What follows belongs to an exercise in optimizing a design on an open flow for small area, a short achievable clock period and few clock cycles; a production flow would make more cautious choices.

==> run a <==
==> flow/design.v <==
module frame_tx (
    input  wire        clk,
    input  wire        rst,           
    input  wire        cmd_valid,
    output wire        cmd_ready,
    input  wire [7:0]  cmd_type,
    input  wire [15:0] cmd_len,
    input  wire        pl_valid,
    output wire        pl_ready,
    input  wire [7:0]  pl_byte,
    output wire        tx_valid,
    input  wire        tx_ready,
    output wire [7:0]  tx_byte
);
    localparam integer N = 257;            
    function [15:0] crc_step;
        input [15:0] acc_in;
        input [7:0]  b;
        reg   [15:0] acc;
        integer      k;
        begin
            acc = acc_in ^ {b, 8'h00};
            for (k = 0; k < 8; k = k + 1)
                acc = acc[15] ? ({acc[14:0], 1'b0} ^ 16'h1021) : {acc[14:0], 1'b0};
            crc_step = acc;
        end
    endfunction
    reg  [8*N-1:0] ring;                   
    wire [7:0]     tap = ring[8*N-1 -: 8];   
    wire [7:0]     head_in;
    always @(posedge clk)
        ring <= {ring[8*(N-1)-1:0], head_in};
    localparam integer K = 64;
    wire [63:0] z;
    genvar gp;
    generate
        for (gp = 0; gp < 64; gp = gp + 1) begin : g_z
            if (gp < 63) begin : g_s
                assign z[gp] = ~|ring[8*(192+gp) +: 8];
            end else begin : g_n
                assign z[gp] = 1'b0;
            end
        end
    endgenerate
    wire [63:0]  sv [0:6];
    wire [383:0] si [0:6];
    assign sv[0] = z;
    assign si[0] = 384'd0;
    genvar gl, gj;
    generate
        for (gl = 1; gl <= 6; gl = gl + 1) begin : g_lvl
            for (gj = 0; gj < (64 >> gl); gj = gj + 1) begin : g_node
                wire vh = sv[gl-1][2*gj+1];
                wire vl = sv[gl-1][2*gj];
                wire [5:0] ih = si[gl-1][6*(2*gj+1) +: 6];
                wire [5:0] il = si[gl-1][6*(2*gj) +: 6];
                assign sv[gl][gj] = vh | vl;
                assign si[gl][6*gj +: 6] = vh ? (ih | (6'd1 << (gl-1))) : il;
            end
            for (gj = (64 >> gl); gj < 64; gj = gj + 1) begin : g_pad
                assign sv[gl][gj] = 1'b0;
                assign si[gl][6*gj +: 6] = 6'd0;
            end
        end
    endgenerate
    reg  [5:0] scode;        
    reg        scode_ok;     
    always @(posedge clk) begin
        scode    <= ~si[6][5:0];
        scode_ok <= sv[6][0];
    end
    reg  [7:0] lq [0:3];
    reg  [1:0] lq_wp, lq_rp;
    reg  [2:0] lq_n;
    wire [7:0] lcode = lq[lq_rp];
    wire       lq_ok = (lq_n != 3'd0);
    wire [7:0] dcode = scode_ok ? {2'b00, scode} : lcode;
    wire       dcode_ok = scode_ok || lq_ok;
    reg  [8:0] occ;
    reg  [8:0] off;
    wire       occ_zero = (occ == 9'd0);
    wire       occ_full = (occ == N);
    wire       at_e     = (off == 9'd0);
    wire       pend     = (off < occ);
    localparam [2:0] R_S = 3'd0, R_H = 3'd1, R_P = 3'd2, R_C0 = 3'd3, R_C1 = 3'd4, R_T = 3'd5;
    reg  [2:0]  rs;
    reg  [2:0]  hidx;
    reg  [15:0] rem;
    reg         nv;          
    reg  [7:0]  o0, o1;      
    reg         o0v, o1v;
    wire is_b   = (tap == 8'h00);
    wire is_v   = is_b && nv;
    wire is_t   = is_b && !is_v && (rs == R_T);
    wire need_d = is_b && !is_t;
    wire consume = at_e && !occ_zero && !o1v && (!need_d || dcode_ok);
    wire [7:0] ob = !is_b ? tap : (is_t ? 8'h00 : dcode);
    wire [7:0] rb = tap;     
    localparam [3:0] W_S = 4'd0, W_H0 = 4'd1, W_H1 = 4'd2, W_H2 = 4'd3, W_H3 = 4'd4,
                     W_H4 = 4'd5, W_H5 = 4'd6, W_P = 4'd7, W_C0 = 4'd8, W_C1 = 4'd9,
                     W_T = 4'd10;
    reg  [3:0]  ws;
    reg  [7:0]  wrun;        
    reg  [15:0] crc;
    reg  [7:0]  seq;
    reg  [15:0] plen;
    reg  [7:0]  ctype;
    reg         cmd_full;
    reg         cmd_rdy;
    reg  [7:0]  q0, q1;      
    reg  [1:0]  fcnt;
    reg         pl_rdy;
    wire vins = (wrun == 8'd254);
    reg  [7:0] wsel;
    always @(*) begin
        case (ws)
            W_H0:    wsel = 8'hA5;
            W_H1:    wsel = 8'h01;
            W_H2:    wsel = ctype;
            W_H3:    wsel = seq;
            W_H4:    wsel = plen[7:0];
            W_H5:    wsel = plen[15:8];
            W_P:     wsel = q0;
            W_C0:    wsel = crc[7:0];
            W_C1:    wsel = crc[15:8];
            default: wsel = 8'h00;
        endcase
    end
    wire [7:0] wbyte = vins ? 8'h00 : wsel;
    wire has_data = vins || (ws == W_S ? cmd_full : (ws == W_P ? (fcnt != 2'd0) : 1'b1));
    wire canw = occ_zero || (off == occ) || (occ_full && at_e && consume);
    wire wr = has_data && canw;
    wire keep = pend && !consume;
    assign head_in = wr ? wbyte : (keep ? tap : 8'hFF);
    wire crc_en = (ws >= W_H1) && (ws <= W_P);
    wire closes = vins || (wsel == 8'h00 && ws != W_S);    
    wire lq_push = wr && closes && (wrun >= 8'd63);
    wire lq_pop  = consume && need_d && !scode_ok;
    wire pop  = wr && !vins && (ws == W_P);
    wire push = pl_valid && pl_rdy;
    wire cmd_take = cmd_valid && cmd_rdy;
    wire pay_end = wr && !vins && ((ws == W_H5 && plen == 16'd0) || (ws == W_P && plen == 16'd1));
    assign cmd_ready = cmd_rdy;
    assign pl_ready  = pl_rdy;
    assign tx_valid  = o0v;
    assign tx_byte   = o0;
    wire tx_pop = o0v && tx_ready;
    reg  [1:0] fcnt_n;
    reg        cmd_full_n;
    always @(*) begin
        fcnt_n = fcnt + {1'b0, push} - {1'b0, pop};
        cmd_full_n = cmd_take ? 1'b1 : (pay_end ? 1'b0 : cmd_full);
    end
    always @(posedge clk) begin
        if (rst) begin
            occ      <= 9'd0;
            off      <= 9'd0;
            rs       <= R_S;
            hidx     <= 3'd0;
            nv       <= 1'b0;
            lq_n     <= 3'd0;
            lq_wp    <= 2'd0;
            lq_rp    <= 2'd0;
            o0v      <= 1'b0;
            o1v      <= 1'b0;
            ws       <= W_S;
            wrun     <= 8'd0;
            crc      <= 16'hFFFF;
            seq      <= 8'd0;
            cmd_full <= 1'b0;
            cmd_rdy  <= 1'b1;
            fcnt     <= 2'd0;
            pl_rdy   <= 1'b0;
        end else begin
            occ <= occ + {8'd0, wr} - {8'd0, consume};
            if (consume)
                off <= 9'd0;
            else if (occ_zero && wr)
                off <= 9'd1;
            else if (off == N - 1)
                off <= 9'd0;
            else
                off <= off + 9'd1;
            if (consume) begin
                if (is_b)
                    nv <= need_d && (dcode == 8'hFF);
                if (!is_v) begin
                    case (rs)
                        R_S: begin
                            rs   <= R_H;
                            hidx <= 3'd0;
                        end
                        R_H: begin
                            hidx <= hidx + 3'd1;
                            if (hidx == 3'd4)
                                rem[7:0] <= rb;
                            if (hidx == 3'd5) begin
                                rem[15:8] <= rb;
                                rs <= ({rb, rem[7:0]} == 16'd0) ? R_C0 : R_P;
                            end
                        end
                        R_P: begin
                            rem <= rem - 16'd1;
                            if (rem == 16'd1)
                                rs <= R_C0;
                        end
                        R_C0: rs <= R_C1;
                        R_C1: rs <= R_T;
                        default: rs <= R_S;      
                    endcase
                end
            end
            if (lq_push) begin
                lq[lq_wp] <= wrun + 8'd1;
                lq_wp <= lq_wp + 2'd1;
            end
            if (lq_pop)
                lq_rp <= lq_rp + 2'd1;
            lq_n <= lq_n + {2'd0, lq_push} - {2'd0, lq_pop};
            if (tx_pop) begin
                if (o1v) begin
                    o0  <= o1;
                    o1  <= ob;
                    o1v <= consume;
                end else begin
                    o0  <= ob;
                    o0v <= consume;
                end
            end else if (!o0v) begin
                o0  <= ob;
                o0v <= consume;
            end else if (!o1v) begin
                o1  <= ob;
                o1v <= consume;
            end
            cmd_full <= cmd_full_n;
            cmd_rdy  <= !cmd_full_n;
            if (cmd_take) begin
                ctype <= cmd_type;
                plen  <= cmd_len;
            end
            fcnt   <= fcnt_n;
            pl_rdy <= (fcnt_n != 2'd2);
            if (push && pop) begin
                if (fcnt == 2'd2) begin
                    q0 <= q1;
                    q1 <= pl_byte;
                end else
                    q0 <= pl_byte;
            end else if (pop)
                q0 <= q1;
            else if (push) begin
                if (fcnt == 2'd0)
                    q0 <= pl_byte;
                else
                    q1 <= pl_byte;
            end
            if (wr) begin
                if (vins)
                    wrun <= 8'd0;
                else begin
                    wrun <= (wsel == 8'h00) ? 8'd0 : wrun + 8'd1;
                    if (crc_en)
                        crc <= crc_step(crc, wsel);
                    case (ws)
                        W_S:  begin crc <= 16'hFFFF; ws <= W_H0; end
                        W_H3: begin seq <= seq + 8'd1; ws <= W_H4; end
                        W_H5: ws <= (plen == 16'd0) ? W_C0 : W_P;
                        W_P:  begin
                            plen <= plen - 16'd1;
                            if (plen == 16'd1)
                                ws <= W_C0;
                        end
                        W_T:  ws <= W_S;
                        default: ws <= ws + 4'd1;
                    endcase
                end
            end
        end
    end
endmodule
==> flow/run.sh <==
#!/bin/bash
# synth_recipe.tcl (not shown) runs the flow's synth.tcl, then flattens the netlist and writes it again
# the make line also repeats each setting of config.mk as NAME=value (left out here)
make -C /OpenROAD-flow-scripts/flow DESIGN_CONFIG=/design/flow/config.mk WORK_HOME=/design/flow/orfs CLKGATE_MAP_FILE= SYNTH_SCRIPT=/design/flow/synth_recipe.tcl finish
==> flow/config.mk <==
export PLATFORM = sky130hd
export DESIGN_NAME = frame_tx
export DESIGN_NICKNAME = frame_tx
export VERILOG_FILES = /design/flow/design.v
export SDC_FILE = /design/flow/constraint.sdc
export NUM_CORES = 4
export LEC_CHECK = 0
export ABC_CLOCK_PERIOD_IN_PS = 2800
export CAP_MARGIN = 20
export CORE_MARGIN = 2
export CORE_UTILIZATION = 50
export CTS_BUF_LIST = sky130_fd_sc_hd__clkbuf_4 sky130_fd_sc_hd__clkbuf_8
export PLACE_DENSITY = 0.65
export SETUP_SLACK_MARGIN = 4.2
export SLEW_MARGIN = 20
==> flow/constraint.sdc <==
create_clock -name core_clock -period 7.0 [get_ports {clk}]
set_input_delay 1.4000 -clock core_clock [delete_from_list [all_inputs] [get_ports {clk}]]
set_output_delay 1.4000 -clock core_clock [all_outputs]
set_load 0.01 [all_outputs]
==> run b: changes against run a <==
==> flow/design.v, changed modules only <==
module frame_tx (
    input  wire        clk,
    input  wire        rst,           
    input  wire        cmd_valid,
    output wire        cmd_ready,
    input  wire [7:0]  cmd_type,
    input  wire [15:0] cmd_len,
    input  wire        pl_valid,
    output wire        pl_ready,
    input  wire [7:0]  pl_byte,
    output wire        tx_valid,
    input  wire        tx_ready,
    output wire [7:0]  tx_byte
);
    localparam integer N = 257;            
    function [15:0] crc_step;
        input [15:0] acc_in;
        input [7:0]  b;
        reg   [15:0] acc;
        integer      k;
        begin
            acc = acc_in ^ {b, 8'h00};
            for (k = 0; k < 8; k = k + 1)
                acc = acc[15] ? ({acc[14:0], 1'b0} ^ 16'h1021) : {acc[14:0], 1'b0};
            crc_step = acc;
        end
    endfunction
    reg  [8*N-1:0] ring;                     
    wire [7:0]     tap = ring[8*N-1 -: 8];   
    wire [7:0]     head_in;
    always @(posedge clk)
        ring <= {ring[8*(N-1)-1:0], head_in};
    reg tap_zero;                            
    always @(posedge clk)
        tap_zero <= (ring[8*(N-1)-1 -: 8] == 8'h00);
    wire [63:0] z;
    genvar gp;
    generate
        for (gp = 0; gp < 64; gp = gp + 1) begin : g_z
            if (gp < 63) begin : g_s
                assign z[gp] = ~|ring[8*(192+gp) +: 8];
            end else begin : g_n
                assign z[gp] = 1'b0;
            end
        end
    endgenerate
    wire [63:0]  sv [0:6];
    wire [383:0] si [0:6];
    assign sv[0] = z;
    assign si[0] = 384'd0;
    genvar gl, gj;
    generate
        for (gl = 1; gl <= 6; gl = gl + 1) begin : g_lvl
            for (gj = 0; gj < (64 >> gl); gj = gj + 1) begin : g_node
                wire vh = sv[gl-1][2*gj+1];
                wire vl = sv[gl-1][2*gj];
                wire [5:0] ih = si[gl-1][6*(2*gj+1) +: 6];
                wire [5:0] il = si[gl-1][6*(2*gj) +: 6];
                assign sv[gl][gj] = vh | vl;
                assign si[gl][6*gj +: 6] = vh ? (ih | (6'd1 << (gl-1))) : il;
            end
            for (gj = (64 >> gl); gj < 64; gj = gj + 1) begin : g_pad
                assign sv[gl][gj] = 1'b0;
                assign si[gl][6*gj +: 6] = 6'd0;
            end
        end
    endgenerate
    reg  [5:0] scode;        
    reg        scode_ok;     
    always @(posedge clk) begin
        scode    <= ~si[6][5:0];
        scode_ok <= sv[6][0];
    end
    reg  [7:0] lq [0:3];
    reg  [1:0] lq_wp, lq_rp;
    reg  [2:0] lq_n;
    wire [7:0] lcode = lq[lq_rp];
    wire [7:0] dcode = scode_ok ? {2'b00, scode} : lcode;
    wire       dcode_ok = scode_ok || (lq_n != 3'd0);
    reg  [8:0] occ;
    reg  [8:0] off;
    reg        f_ate;        
    reg        f_oz;         
    reg        f_of;         
    reg        f_pend;       
    reg        f_weq;        
    localparam [2:0] R_S = 3'd0, R_H = 3'd1, R_P = 3'd2, R_C0 = 3'd3, R_C1 = 3'd4, R_T = 3'd5;
    reg  [2:0]  rs;
    reg  [2:0]  hidx;
    reg  [15:0] rem;
    reg         nv;          
    reg  [7:0]  o0, o1;      
    reg         o0v, o1v;
    wire is_b    = tap_zero;
    wire is_v    = is_b && nv;
    wire is_t    = is_b && !nv && (rs == R_T);
    wire consume = f_ate && !f_oz && !o1v && (!is_b || (!nv && rs == R_T) || dcode_ok);
    wire [7:0] ob = !is_b ? tap : (is_t ? 8'h00 : dcode);
    wire [7:0] rb = tap;     
    localparam [3:0] W_S = 4'd0, W_H0 = 4'd1, W_H1 = 4'd2, W_H2 = 4'd3, W_H3 = 4'd4,
                     W_H4 = 4'd5, W_H5 = 4'd6, W_P = 4'd7, W_C0 = 4'd8, W_C1 = 4'd9,
                     W_T = 4'd10;
    reg  [3:0]  ws;
    reg  [7:0]  wrun;        
    reg         vins;        
    reg  [15:0] crc;
    reg  [7:0]  seq;
    reg  [15:0] plen;
    reg  [7:0]  ctype;
    reg         cmd_full;
    reg         cmd_rdy;
    reg  [7:0]  q0, q1;      
    reg  [1:0]  fcnt;
    reg         pl_rdy;
    reg  [7:0] wsel;
    always @(*) begin
        case (ws)
            W_H0:    wsel = 8'hA5;
            W_H1:    wsel = 8'h01;
            W_H2:    wsel = ctype;
            W_H3:    wsel = seq;
            W_H4:    wsel = plen[7:0];
            W_H5:    wsel = plen[15:8];
            W_P:     wsel = q0;
            W_C0:    wsel = crc[7:0];
            W_C1:    wsel = crc[15:8];
            default: wsel = 8'h00;
        endcase
    end
    wire [7:0] wbyte = vins ? 8'h00 : wsel;
    wire has_data = vins || (ws == W_S ? cmd_full : (ws == W_P ? (fcnt != 2'd0) : 1'b1));
    wire canw = f_oz || f_weq || (f_of && consume);
    wire wr = has_data && canw;
    wire keep = f_pend && !consume;
    assign head_in = wr ? wbyte : (keep ? tap : 8'hFF);
    wire crc_en  = (ws >= W_H1) && (ws <= W_P);
    wire w_zero  = (wsel == 8'h00);
    wire closes  = vins || (w_zero && ws != W_S);    
    wire lq_push = wr && closes && (wrun >= 8'd63);
    wire lq_pop  = consume && is_b && !is_t && !scode_ok;
    wire plen_is0 = (plen == 16'd0);
    wire plen_is1 = (plen == 16'd1);
    wire pop  = wr && !vins && (ws == W_P);
    wire push = pl_valid && pl_rdy;
    wire cmd_take = cmd_valid && cmd_rdy;
    wire pay_end = wr && !vins && ((ws == W_H5 && plen_is0) || (ws == W_P && plen_is1));
    assign cmd_ready = cmd_rdy;
    assign pl_ready  = pl_rdy;
    assign tx_valid  = o0v;
    assign tx_byte   = o0;
    wire tx_pop = o0v && tx_ready;
    wire [1:0] fcnt_n = fcnt + {1'b0, push} - {1'b0, pop};
    wire cmd_full_n = cmd_take ? 1'b1 : (pay_end ? 1'b0 : cmd_full);
    reg  [3:0] ws_w;
    always @(*) begin
        case (ws)
            W_H5:    ws_w = plen_is0 ? W_C0 : W_P;
            W_P:     ws_w = plen_is1 ? W_C0 : W_P;
            W_T:     ws_w = W_S;
            default: ws_w = ws + 4'd1;
        endcase
    end
    wire [7:0] wrun_w = (vins || w_zero) ? 8'd0 : wrun + 8'd1;
    wire [8:0] off_inc = (off == N - 1) ? 9'd0 : off + 9'd1;
    wire       occ_is1 = (occ == 9'd1);
    wire       occ_nm1 = (occ == N - 1);
    wire       lt0 = (off_inc <  occ);
    wire       le0 = (off_inc <= occ);
    wire       eq0 = (off_inc == occ);
    wire       eq1 = (off_inc == occ + 9'd1);
    always @(posedge clk) begin
        if (rst) begin
            occ      <= 9'd0;
            off      <= 9'd0;
            f_ate    <= 1'b1;
            f_oz     <= 1'b1;
            f_of     <= 1'b0;
            f_pend   <= 1'b0;
            f_weq    <= 1'b1;
            rs       <= R_S;
            hidx     <= 3'd0;
            nv       <= 1'b0;
            lq_n     <= 3'd0;
            lq_wp    <= 2'd0;
            lq_rp    <= 2'd0;
            o0v      <= 1'b0;
            o1v      <= 1'b0;
            ws       <= W_S;
            wrun     <= 8'd0;
            vins     <= 1'b0;
            crc      <= 16'hFFFF;
            seq      <= 8'd0;
            cmd_full <= 1'b0;
            cmd_rdy  <= 1'b1;
            fcnt     <= 2'd0;
            pl_rdy   <= 1'b0;
        end else begin
            occ <= occ + {8'd0, wr} - {8'd0, consume};
            if (consume) begin
                off    <= 9'd0;
                f_ate  <= 1'b1;
                f_oz   <= 1'b0 | (!wr && occ_is1);
                f_of   <= wr && f_of;
                f_pend <= wr || !occ_is1;
                f_weq  <= !wr && occ_is1;
            end else if (f_oz && wr) begin
                off    <= 9'd1;
                f_ate  <= 1'b0;
                f_oz   <= 1'b0;
                f_of   <= 1'b0;
                f_pend <= 1'b0;
                f_weq  <= 1'b1;
            end else begin
                off    <= off_inc;
                f_ate  <= (off == N - 1);
                f_oz   <= !wr && f_oz;
                f_of   <= wr ? occ_nm1 : f_of;
                f_pend <= wr ? le0 : lt0;
                f_weq  <= wr ? eq1 : eq0;
            end
            if (consume) begin
                if (is_b)
                    nv <= !is_t && (dcode == 8'hFF);
                if (!is_v) begin
                    case (rs)
                        R_S: begin
                            rs   <= R_H;
                            hidx <= 3'd0;
                        end
                        R_H: begin
                            hidx <= hidx + 3'd1;
                            if (hidx == 3'd4)
                                rem[7:0] <= rb;
                            if (hidx == 3'd5) begin
                                rem[15:8] <= rb;
                                rs <= ({rb, rem[7:0]} == 16'd0) ? R_C0 : R_P;
                            end
                        end
                        R_P: begin
                            rem <= rem - 16'd1;
                            if (rem == 16'd1)
                                rs <= R_C0;
                        end
                        R_C0: rs <= R_C1;
                        R_C1: rs <= R_T;
                        default: rs <= R_S;      
                    endcase
                end
            end
            if (lq_push) begin
                lq[lq_wp] <= wrun + 8'd1;
                lq_wp <= lq_wp + 2'd1;
            end
            if (lq_pop)
                lq_rp <= lq_rp + 2'd1;
            lq_n <= lq_n + {2'd0, lq_push} - {2'd0, lq_pop};
            if (tx_pop) begin
                if (o1v) begin
                    o0  <= o1;
                    o1v <= 1'b0;
                end else begin
                    o0  <= ob;
                    o0v <= consume;
                end
            end else if (!o0v) begin
                o0  <= ob;
                o0v <= consume;
            end else if (!o1v) begin
                o1  <= ob;
                o1v <= consume;
            end
            cmd_full <= cmd_full_n;
            cmd_rdy  <= !cmd_full_n;
            if (cmd_take) begin
                ctype <= cmd_type;
                plen  <= cmd_len;
            end
            fcnt   <= fcnt_n;
            pl_rdy <= (fcnt_n != 2'd2);
            if (push && pop) begin
                if (fcnt == 2'd2) begin
                    q0 <= q1;
                    q1 <= pl_byte;
                end else
                    q0 <= pl_byte;
            end else if (pop)
                q0 <= q1;
            else if (push) begin
                if (fcnt == 2'd0)
                    q0 <= pl_byte;
                else
                    q1 <= pl_byte;
            end
            if (wr) begin
                wrun <= wrun_w;
                vins <= (wrun_w == 8'd254);
                if (!vins) begin
                    ws <= ws_w;
                    if (crc_en)
                        crc <= crc_step(crc, wsel);
                    if (ws == W_S)
                        crc <= 16'hFFFF;
                    if (ws == W_H3)
                        seq <= seq + 8'd1;
                    if (ws == W_P)
                        plen <= plen - 16'd1;
                end
            end
        end
    end
endmodule
==> comparison table <==
quantity                                                                   run a                    run b
Status                                                   complete, no violations  complete, no violations
Area occupied by registers                                            46000 um^2               46100 um^2
Worst path setup slack after routing                                     3.22 ns                  3.68 ns
Final-layout non-clock buffer area share                                  0.0199                   0.0169
GRT met2 Usage                                                             0.207                    0.189
Core box area                                                        105000 um^2              106000 um^2
Number of cells on the worst reg-to-reg path                                  12                       16
Sequential cell area share                                                 0.724                    0.725
Met1 GRT Util                                                              0.206                    0.209
Non-clock inverter instance count of the final layout                         52                       65
Filler cells                                                                7855                     7825
Fraction of synthesized cell area in xor and xnor cells                   0.0103                   0.0135
Number of instances in the synthesized netlist                              3372                     3393
Detailed-routed wire length on met3                                      3570 um                  3800 um
No functional check of the RTL was part of any run of this note.

afterwards: timing with drivers on the ports:
The results above use ideal ports. As a check the final layouts listed here were re-extracted and re-timed, cells and wires unchanged.
Step 1 sets driving cells, clkbuf_16 on the clock port and buf_2 on the other inputs (assumed; they add their load-dependent delay and slew).
Step 2 adds t to the input delays and takes it off the output delays; t is the mean of the earliest and latest rising clock arrival at the registers after step 1. Input paths then give back, and output paths get back, about the clock's delay inside the block.
Three values: ideal ports, drivers, drivers and shift; two values: the first two.
| run | t (ns) | setup WS [ns] | worst setup path at the end | worst slew at a driven data input, ns | cell pins on the clock port's net |
|---|---|---|---|---|---|
| run a | 0.960 | 3.221 / 3.221 / 3.221 | register to register | 0.07 | 1 |
| run b | 0.938 | 3.684 / 3.684 / 3.331 | input to register | 0.05 | 1 |
After both steps every run listed still meets setup and hold. For run b, which loses most, drivers alone change the setup slack by 0.000 ns; drivers and shift together by -0.353 ns.
